What follows belongs to an exercise in optimizing a design on an open flow for small area; a production flow would make more cautious choices. In this exercise RTL edits were held to simulation tests only and were not proved equivalent to the original. Power is estimated from default activity; no workload was simulated.

==> design/flow/run.sh <==
#!/bin/bash
# synth_recipe.tcl (not shown) runs the flow's synth.tcl, then flattens the netlist and writes it again
# the make line also repeats each setting of config.mk as NAME=value (left out here)
make -C /OpenROAD-flow-scripts/flow DESIGN_CONFIG=/design/flow/config.mk WORK_HOME=/design/flow/orfs CLKGATE_MAP_FILE= SYNTH_SCRIPT=/design/flow/synth_recipe.tcl finish
==> design/flow/config.mk <==
export PLATFORM = sky130hd
export DESIGN_NAME = umps_chardev
export DESIGN_NICKNAME = umps_chardev
export VERILOG_FILES = /design/flow/design.v
export SDC_FILE = /design/flow/constraint.sdc
export NUM_CORES = 4
export LEC_CHECK = 0
export CAP_MARGIN = 40
export CORE_MARGIN = 2
export CORE_UTILIZATION = 30
export SLEW_MARGIN = 20
==> design/flow/constraint.sdc <==
create_clock -name core_clock -period 10.0 [get_ports {clk}]
set_input_delay 2.0000 -clock core_clock [delete_from_list [all_inputs] [get_ports {clk}]]
set_output_delay 2.0000 -clock core_clock [all_outputs]
set_load 0.01 [all_outputs]
==> design/flow/design.v <==
module umps_chardev (
    input  wire        clk,
    input  wire        rst,           
    input  wire [7:0]  clock_rate,    
    input  wire        tick,          
    input  wire        req_valid,
    input  wire        req_write,
    input  wire [7:0]  req_addr,      
    input  wire [31:0] req_wdata,
    output reg         rvalid,
    output reg  [31:0] rdata,
    input  wire [15:0] working,       
    input  wire [7:0]  rx_valid,      
    input  wire [63:0] rx_data,
    output wire [7:0]  rx_ready,
    output reg  [7:0]  prn_valid,     
    output reg  [63:0] prn_data,
    output reg  [7:0]  tx_valid,      
    output reg  [63:0] tx_data,
    output wire [4:0]  ip             
);
    localparam [31:0] ST_READY   = 32'd1;
    localparam [31:0] ST_ILLEGAL = 32'd2;
    localparam [31:0] ST_BUSY    = 32'd3;
    localparam [31:0] ST_ERR     = 32'd4;
    localparam [7:0]  ST_DONE    = 8'd5;    
    localparam [1:0] OP_NONE  = 2'd0;
    localparam [1:0] OP_RESET = 2'd1;
    localparam [1:0] OP_CHAR  = 2'd2;
    localparam [7:0] A_PRN   = 8'd96;     
    localparam [7:0] A_TERM  = 8'd128;    
    localparam [7:0] A_TODLO = 8'd160;
    localparam [7:0] A_TODHI = 8'd161;
    localparam [7:0] A_BMAP  = 8'd162;    
    wire [16:0] cr     = {9'd0, clock_rate};
    wire [16:0] lat8   = cr * 17'd8;
    wire [16:0] lat40  = cr * 17'd40;
    wire [16:0] lat80  = cr * 17'd80;
    wire [16:0] lat400 = cr * 17'd400;
    reg [63:0] tod;
    reg [31:0] p_status [0:7];
    reg [31:0] p_cmd    [0:7];
    reg [31:0] p_data0  [0:7];
    reg [1:0]  p_op     [0:7];
    reg [16:0] p_cnt    [0:7];
    reg [7:0]  p_pend;
    reg [31:0] t_rstatus [0:7];
    reg [31:0] t_rcmd    [0:7];
    reg [31:0] t_tstatus [0:7];
    reg [31:0] t_tcmd    [0:7];
    reg [1:0]  t_rop     [0:7];
    reg [1:0]  t_top     [0:7];
    reg [16:0] t_rcnt    [0:7];
    reg [16:0] t_tcnt    [0:7];
    reg [7:0]  t_rpend;
    reg [7:0]  t_tpend;
    reg [7:0]  t_rxfull;
    reg [7:0]  t_rxbyte  [0:7];
    wire [7:0] pend6 = p_pend;
    wire [7:0] pend7 = t_rpend | t_tpend;
    assign ip       = {|pend7, |pend6, 3'b000};
    assign rx_ready = ~t_rxfull;
    wire       do_write  = req_valid & req_write;
    wire       do_read   = req_valid & ~req_write;
    wire       hit_prn   = (req_addr >= A_PRN)  && (req_addr < A_TERM);
    wire       hit_term  = (req_addr >= A_TERM) && (req_addr < A_TODLO);
    wire [2:0] dev       = req_addr[4:2];
    wire [1:0] idx       = req_addr[1:0];
    wire [7:0] opcode    = req_wdata[7:0];
    reg [31:0] rd_mux;
    always @(*) begin
        rd_mux = 32'd0;
        if (hit_prn) begin
            case (idx)
                2'd0: rd_mux = p_status[dev];
                2'd1: rd_mux = p_cmd[dev];
                2'd2: rd_mux = p_data0[dev];
                default: rd_mux = 32'd0;
            endcase
        end else if (hit_term) begin
            case (idx)
                2'd0: rd_mux = t_rstatus[dev];
                2'd1: rd_mux = t_rcmd[dev];
                2'd2: rd_mux = t_tstatus[dev];
                default: rd_mux = t_tcmd[dev];
            endcase
        end else if (req_addr == A_TODLO) begin
            rd_mux = tod[31:0];
        end else if (req_addr == A_TODHI) begin
            rd_mux = tod[63:32];
        end else if (req_addr == A_BMAP + 8'd3) begin
            rd_mux = {24'd0, pend6};
        end else if (req_addr == A_BMAP + 8'd4) begin
            rd_mux = {24'd0, pend7};
        end
    end
    always @(posedge clk) begin
        if (rst) begin
            rvalid <= 1'b0;
            rdata  <= 32'd0;
        end else begin
            rvalid <= do_read;
            if (do_read)
                rdata <= rd_mux;
        end
    end
    integer i;
    always @(posedge clk) begin
        if (rst) begin
            for (i = 0; i < 8; i = i + 1) begin
                p_status[i] <= ST_READY;
                p_cmd[i]    <= 32'd0;
                p_data0[i]  <= 32'd0;
                p_op[i]     <= OP_NONE;
                p_cnt[i]    <= 17'd0;
            end
            p_pend    <= 8'd0;
            prn_valid <= 8'd0;
            prn_data  <= 64'd0;
        end else begin
            prn_valid <= 8'd0;
            for (i = 0; i < 8; i = i + 1) begin
                if (do_write && hit_prn && dev == i && p_status[i][7:0] != 8'd3) begin
                    if (idx == 2'd1) begin
                        p_cmd[i] <= req_wdata;
                        case (opcode)
                            8'd0: begin
                                p_pend[i]   <= 1'b0;
                                p_status[i] <= ST_BUSY;
                                p_op[i]     <= OP_RESET;
                                p_cnt[i]    <= tick ? lat40 - 17'd1 : lat40;
                            end
                            8'd1: begin
                                p_pend[i]   <= 1'b0;
                                p_status[i] <= ST_READY;
                            end
                            8'd2: begin
                                p_pend[i]   <= 1'b0;
                                p_status[i] <= ST_BUSY;
                                p_op[i]     <= OP_CHAR;
                                p_cnt[i]    <= tick ? lat8 - 17'd1 : lat8;
                            end
                            default: begin
                                p_pend[i]   <= 1'b1;
                                p_status[i] <= ST_ILLEGAL;
                            end
                        endcase
                    end else if (idx == 2'd2) begin
                        p_data0[i] <= req_wdata;
                    end
                end
                if (tick && p_op[i] != OP_NONE) begin
                    if (p_cnt[i] == 17'd1) begin
                        p_op[i]   <= OP_NONE;
                        p_pend[i] <= 1'b1;
                        if (p_op[i] == OP_RESET) begin
                            p_status[i] <= ST_READY;
                        end else if (working[i]) begin
                            p_status[i]        <= ST_READY;
                            prn_valid[i]       <= 1'b1;
                            prn_data[8*i +: 8] <= p_data0[i][7:0];
                        end else begin
                            p_status[i] <= ST_ERR;
                        end
                    end else begin
                        p_cnt[i] <= p_cnt[i] - 17'd1;
                    end
                end
            end
        end
    end
    always @(posedge clk) begin
        if (rst) begin
            for (i = 0; i < 8; i = i + 1) begin
                t_rstatus[i] <= ST_READY;
                t_rcmd[i]    <= 32'd0;
                t_tstatus[i] <= ST_READY;
                t_tcmd[i]    <= 32'd0;
                t_rop[i]     <= OP_NONE;
                t_top[i]     <= OP_NONE;
                t_rcnt[i]    <= 17'd0;
                t_tcnt[i]    <= 17'd0;
                t_rxbyte[i]  <= 8'd0;
            end
            t_rpend  <= 8'd0;
            t_tpend  <= 8'd0;
            t_rxfull <= 8'd0;
            tx_valid <= 8'd0;
            tx_data  <= 64'd0;
        end else begin
            tx_valid <= 8'd0;
            for (i = 0; i < 8; i = i + 1) begin
                if (do_write && hit_term && dev == i && idx == 2'd1 &&
                    t_rstatus[i][7:0] != 8'd3) begin
                    t_rcmd[i] <= req_wdata;
                    case (opcode)
                        8'd0: begin
                            t_rpend[i]   <= 1'b0;
                            t_rstatus[i] <= ST_BUSY;
                            t_rop[i]     <= OP_RESET;
                            t_rcnt[i]    <= tick ? lat400 - 17'd1 : lat400;
                        end
                        8'd1: begin
                            t_rpend[i]   <= 1'b0;
                            t_rstatus[i] <= ST_READY;
                        end
                        8'd2: begin
                            t_rpend[i]   <= 1'b0;
                            t_rstatus[i] <= ST_BUSY;
                            t_rop[i]     <= OP_CHAR;
                            t_rcnt[i]    <= tick ? lat80 - 17'd1 : lat80;
                        end
                        default: begin
                            t_rpend[i]   <= 1'b1;
                            t_rstatus[i] <= ST_ILLEGAL;
                        end
                    endcase
                end
                if (do_write && hit_term && dev == i && idx == 2'd3 &&
                    t_tstatus[i][7:0] != 8'd3) begin
                    t_tcmd[i] <= req_wdata;
                    case (opcode)
                        8'd0: begin
                            t_tpend[i]   <= 1'b0;
                            t_tstatus[i] <= ST_BUSY;
                            t_top[i]     <= OP_RESET;
                            t_tcnt[i]    <= tick ? lat400 - 17'd1 : lat400;
                        end
                        8'd1: begin
                            t_tpend[i]   <= 1'b0;
                            t_tstatus[i] <= ST_READY;
                        end
                        8'd2: begin
                            t_tpend[i]   <= 1'b0;
                            t_tstatus[i] <= ST_BUSY;
                            t_top[i]     <= OP_CHAR;
                            t_tcnt[i]    <= tick ? lat80 - 17'd1 : lat80;
                        end
                        default: begin
                            t_tpend[i]   <= 1'b1;
                            t_tstatus[i] <= ST_ILLEGAL;
                        end
                    endcase
                end
                if (tick && t_rop[i] != OP_NONE) begin
                    if (t_rcnt[i] == 17'd1) begin
                        if (t_rop[i] == OP_RESET) begin
                            t_rop[i]     <= OP_NONE;
                            t_rstatus[i] <= ST_READY;
                            t_rpend[i]   <= 1'b1;
                        end else if (!t_rxfull[i]) begin
                            t_rcnt[i] <= lat80;
                        end else if (working[8+i]) begin
                            t_rop[i]     <= OP_NONE;
                            t_rstatus[i] <= {16'd0, t_rxbyte[i], ST_DONE};
                            t_rpend[i]   <= 1'b1;
                            t_rxfull[i]  <= 1'b0;
                        end else begin
                            t_rop[i]     <= OP_NONE;
                            t_rstatus[i] <= ST_ERR;
                            t_rpend[i]   <= 1'b1;
                        end
                    end else begin
                        t_rcnt[i] <= t_rcnt[i] - 17'd1;
                    end
                end
                if (tick && t_top[i] != OP_NONE) begin
                    if (t_tcnt[i] == 17'd1) begin
                        t_top[i]   <= OP_NONE;
                        t_tpend[i] <= 1'b1;
                        if (t_top[i] == OP_RESET) begin
                            t_tstatus[i] <= ST_READY;
                        end else if (working[8+i]) begin
                            t_tstatus[i]      <= {16'd0, t_tcmd[i][15:8], ST_DONE};
                            tx_valid[i]       <= 1'b1;
                            tx_data[8*i +: 8] <= t_tcmd[i][15:8];
                        end else begin
                            t_tstatus[i] <= {16'd0, t_tcmd[i][15:8], 8'd4};
                        end
                    end else begin
                        t_tcnt[i] <= t_tcnt[i] - 17'd1;
                    end
                end
                if (rx_valid[i] && !t_rxfull[i]) begin
                    t_rxfull[i] <= 1'b1;
                    t_rxbyte[i] <= rx_data[8*i +: 8];
                end
            end
        end
    end
    always @(posedge clk) begin
        if (rst)
            tod <= 64'd0;
        else if (tick)
            tod <= tod + 64'd1;
    end
endmodule
==> run summary <==
[flip-flops by register name (all words and copies together), names as in the netlist, 16 cells and up]
name and count:
p_cmd 256, p_cnt 136, p_data0 256, p_op 16
p_status 256, prn_data 64, rdata 32, t_rcmd 256
t_rcnt 136, t_rop 16, t_rstatus 256, t_rxbyte 64
t_tcmd 256, t_tcnt 136, t_top 16, t_tstatus 256
tod 64, tx_data 64
[power breakdown]
group | total (mW) | switching, mW | internal, mW
Combinational | 1.64 | 1.25 | 0.387
Sequential | 10.4 | 0.0386 | 10.3
Clock | 11.0 | 4.62 | 6.36
Total | 23.0 | 5.91 | 17.1
[layout make-up]
class | instances | area share, %
timing repair buffer | 770 | 5.27
clock buffer | 401 | 5.93
inverter | 131 | 0.372
antenna | 22 | 0.0407
multi-input combinational | 10301 | 44.3
sequential | 2585 | 38.2
clock inverter | 99 | 1.06
tap | 5175 | 4.78
[routing by layer]
layer	up-vias	routed length, um	global-route usage [%]
li1	49955	-	-
met1	54073	205000	32.8
met2	6836	221000	37.7
met3	1423	59400	6.27
met4	18	43600	18.4
met5	-	125	0
[worst max-delay path, stage by stage]
cell	delay (ns)
clkdlybuf4s50_1	0.58
buf_8	0.25
ha_1	0.28
ha_1	0.20
inv_1	0.08
fa_1	0.46
xor2_1	0.74
buf_4	0.32
nand4_1	0.15
a21o_1	0.23
a211o_1	0.38
o211ai_2	0.45
nand3_1	0.82
a2111oi_0	0.63
[cell families (layout without fill, tap and decap cells)]
family / count (synthesis) / count (layout) / synth area share, %
and+or+nand+nor: 5675 / 5675 / 22.1
AOI/OAI and AO/OA: 3799 / 3799 / 20.6
DFF: 2585 / 2585 / 44.5
buffers and inverters: 1290 / 1401 / 4.38
muxes: 543 / 543 / 5.97
xor gates and xnor gates: 179 / 179 / 1.35
adders and majority gates: 102 / 102 / 1.12
other: 1 / 25 / 0.00322
[how the worst max path moves through the flow]
stage,start,to,cells after the start
floorplan,clock_rate[0],t_rcnt[5][13],14
global route,clock_rate[1],t_tcnt[6][14],14
global placement,clock_rate[1],t_tcnt[4][14],13
finish,clock_rate[1],t_tcnt[6][14],14
CTS,clock_rate[1],t_tcnt[6][14],13
detailed placement,clock_rate[1],t_tcnt[6][14],13
[layout by cell type, fill, tap and decap left out, types with 32 or more instances in the layout]
cell,instances
nand2_1,2762
dfxtp_1,2585
a21oi_1,1686
nor2_1,1041
o21ai_0,516
and2_1,487
buf_4,338
mux2i_1,299
clkdlybuf4s50_1,297
clkbuf_16,283
nor3_1,278
a22oi_1,274
a221oi_1,264
nand3_1,250
and3_1,178
a211oi_1,165
a31oi_1,138
mux2_2,136
nor4_1,127
inv_1,124
mux4_2,107
xnor2_1,102
ha_1,98
nand4_1,89
o22ai_1,86
xor2_1,75
or3_1,73
clkbuf_1,68
o211ai_1,67
a22o_1,61
a221o_1,55
buf_2,54
clkbuf_8,50
a21o_1,45
nor2b_1,41
o2bb2ai_1,39
clkinv_2,39
nand2b_1,38
or4_1,37
o221ai_1,32
==> metrics.md <==
| Metric | Value |
|---|---|
| Row count | 228 |
| Total number of vias | 112305 |
| Post-layout util | 35.1% |
| Netlist Area Pre-Place | 116000 um2 |
| Crit path DAT | 7.59 ns |
| Hold Path Class | reg -> reg |
| Count leader, synth | nand2_1 |
| GPL Wtd Cong | 0.989 |
| Worst-case vdd ir drop | 0.129 mV |
| Commonest cells post-synth | nand2_1 (2771), dfxtp_1 (2585), a21oi_1 (1693) |
| GRT Total Usage | 25.7% |
| Register area | 51700 um2 |
| Flops & latches, synth | 2585 |
| Pre-CTS WS | 2.12 ns |
| Worst Max-Slew Pin Slew | 1.23 ns |
| DP HPWL | 351000 um |
| Clock sink count | 2585 |
| Hold-fix buffers, CTS | 0 |
| Buffers on Ports | 327 |
| Period utilization | 68.0% |
| DRC | 0 |
| Post-CTS sizing | 0 |
| Crit Path Max Fanout | 10 |
| Die footprint | 393000 um2 |
| Final WL | 529000 um |
| Peak Freq | 147 MHz |
| Hold Slack | 0.442 ns |
| Yosys top cell by area | dfxtp_1 |
| Max Root-Sink Buffers | 4 |
| Dpl cells | 18931 |
| DRT Pass-1 Iters | 9 |
| Post-synth EDFFs | 0 |
| Critical path endpoint category | register |
| DRT antenna net count | 0 |
| Final Hold Vio Count | 0 |
| Antenna violations before repair | 41 |
| WL per Instance | 27.1 um |
| Max_cap viols | 0 |
| Slew margin rel. | 17.9% |
| Die height | 627 um |
| Initial drt markers | 16165 |
| RSZ-0062 raised after global routing | no |
| Worst hold path endpoint | t_tstatus[2][31] |
| Via density | 5.76 |
| Yosys cell types | 110 |
| CTS tree | done |
| Ys async rst share | 0% |
| Clock skew | 0.0528 ns |
| Post-route cell area | 135000 um2 |
| Multi-input logic area | 60000 um2 |
| Fin. max-slew vios | 0 |
| Post-route setup TNS | 0 ns |
| WHS Path Cells | 2 |
| Core box area | 386000 um2 |
| Clock-pin transition on the worst setup and hold timing paths | 0.07 ns |
| Worst r2r src | t_tcnt[6][0] |
| Setup bufs post-CTS | 0 |
| Largest net degree at the start of global routing | 220 |
| CP startpoint kind | primary input |
| Reg2reg setup slack | 6.58 ns |
| Die width | 627 um |
| Worst setup margin | 3.20 ns |
| Critical R2R Capture | t_tstatus[6][15] |
| R2r worst-path depth | 8 |
| Share of the yosys chip area belonging to registers | 44.5% |
| Clk latency of the worst-skew pair | 0.94 ns |
| Pwr Density | 170 nW/um2 |
| Initial Util | 30.2% |
| Fill count | 39902 |
| Fin crit period | 6.80 ns |
| H-tree levels | 5 |
| Outcome | finished clean |
| Data required, critical path | 10.79 ns |
| Ys Warns | 15 |
| Worst setup path class | in -> reg |
| CTS Buf Count | 281 |
| Total power | 23.0 mW |
| Placed cell areas | 126000 um2 |
| Leak Pwr | 47.5 nW |
| Final net count | 14313 |
| Grt total ovfl | 0 |
| Area Overhead vs Synth | 16.4% |
| Post-route non-filler standard cell count | 19484 |
| Vias in the first global route | 101895 |
| Root Driver | clkbuf_16 |
| Mapped Cells | 14174 |
| Final setup violation count | 0 |
| Layout cell share with drive strength beyond 1 | 9.64% |
| Yosys top cell area share | 44.5% |
| HP Start | t_tstatus[2][31] |
| Global-route wire length before repair | 746000 um |
| Avg Inst Size Synth | 8.20 um2 |
| Ys flop type | dfxtp_1 |
| Ports | 331 |
| Largest cells by area after synthesis | dfxtp_1 (44%), nand2_1 (8.9%), a21oi_1 (7.3%) |

port drivers added, routing unchanged:
How much do the figures lean on ideal ports? The routed layout below was timed once more, with nothing changed but the port constraints. Step 1 sets driving cells, clkbuf_16 on the clock port and buf_2 on the other inputs (assumed; they add their load-dependent delay and slew). Step 2, shift: input delay + t, output delay - t, t = (earliest + latest rising clock arrival at the registers) / 2. This alone moves slack from input paths to output paths. a / b / c = ideal ports / drivers / drivers and shift; a / b = the first two.
t, ns: 1.025
slack for setup (ns): 3.199 / 3.291 / 2.266
worst register clock-pin slew, ns: 0.07 / 0.07
worst slew at a driven data input, ns: 0.25
After both steps setup and hold are still met in this run. The setup slack of this run moves by +0.092 ns with the drivers and by -0.933 ns with both steps.
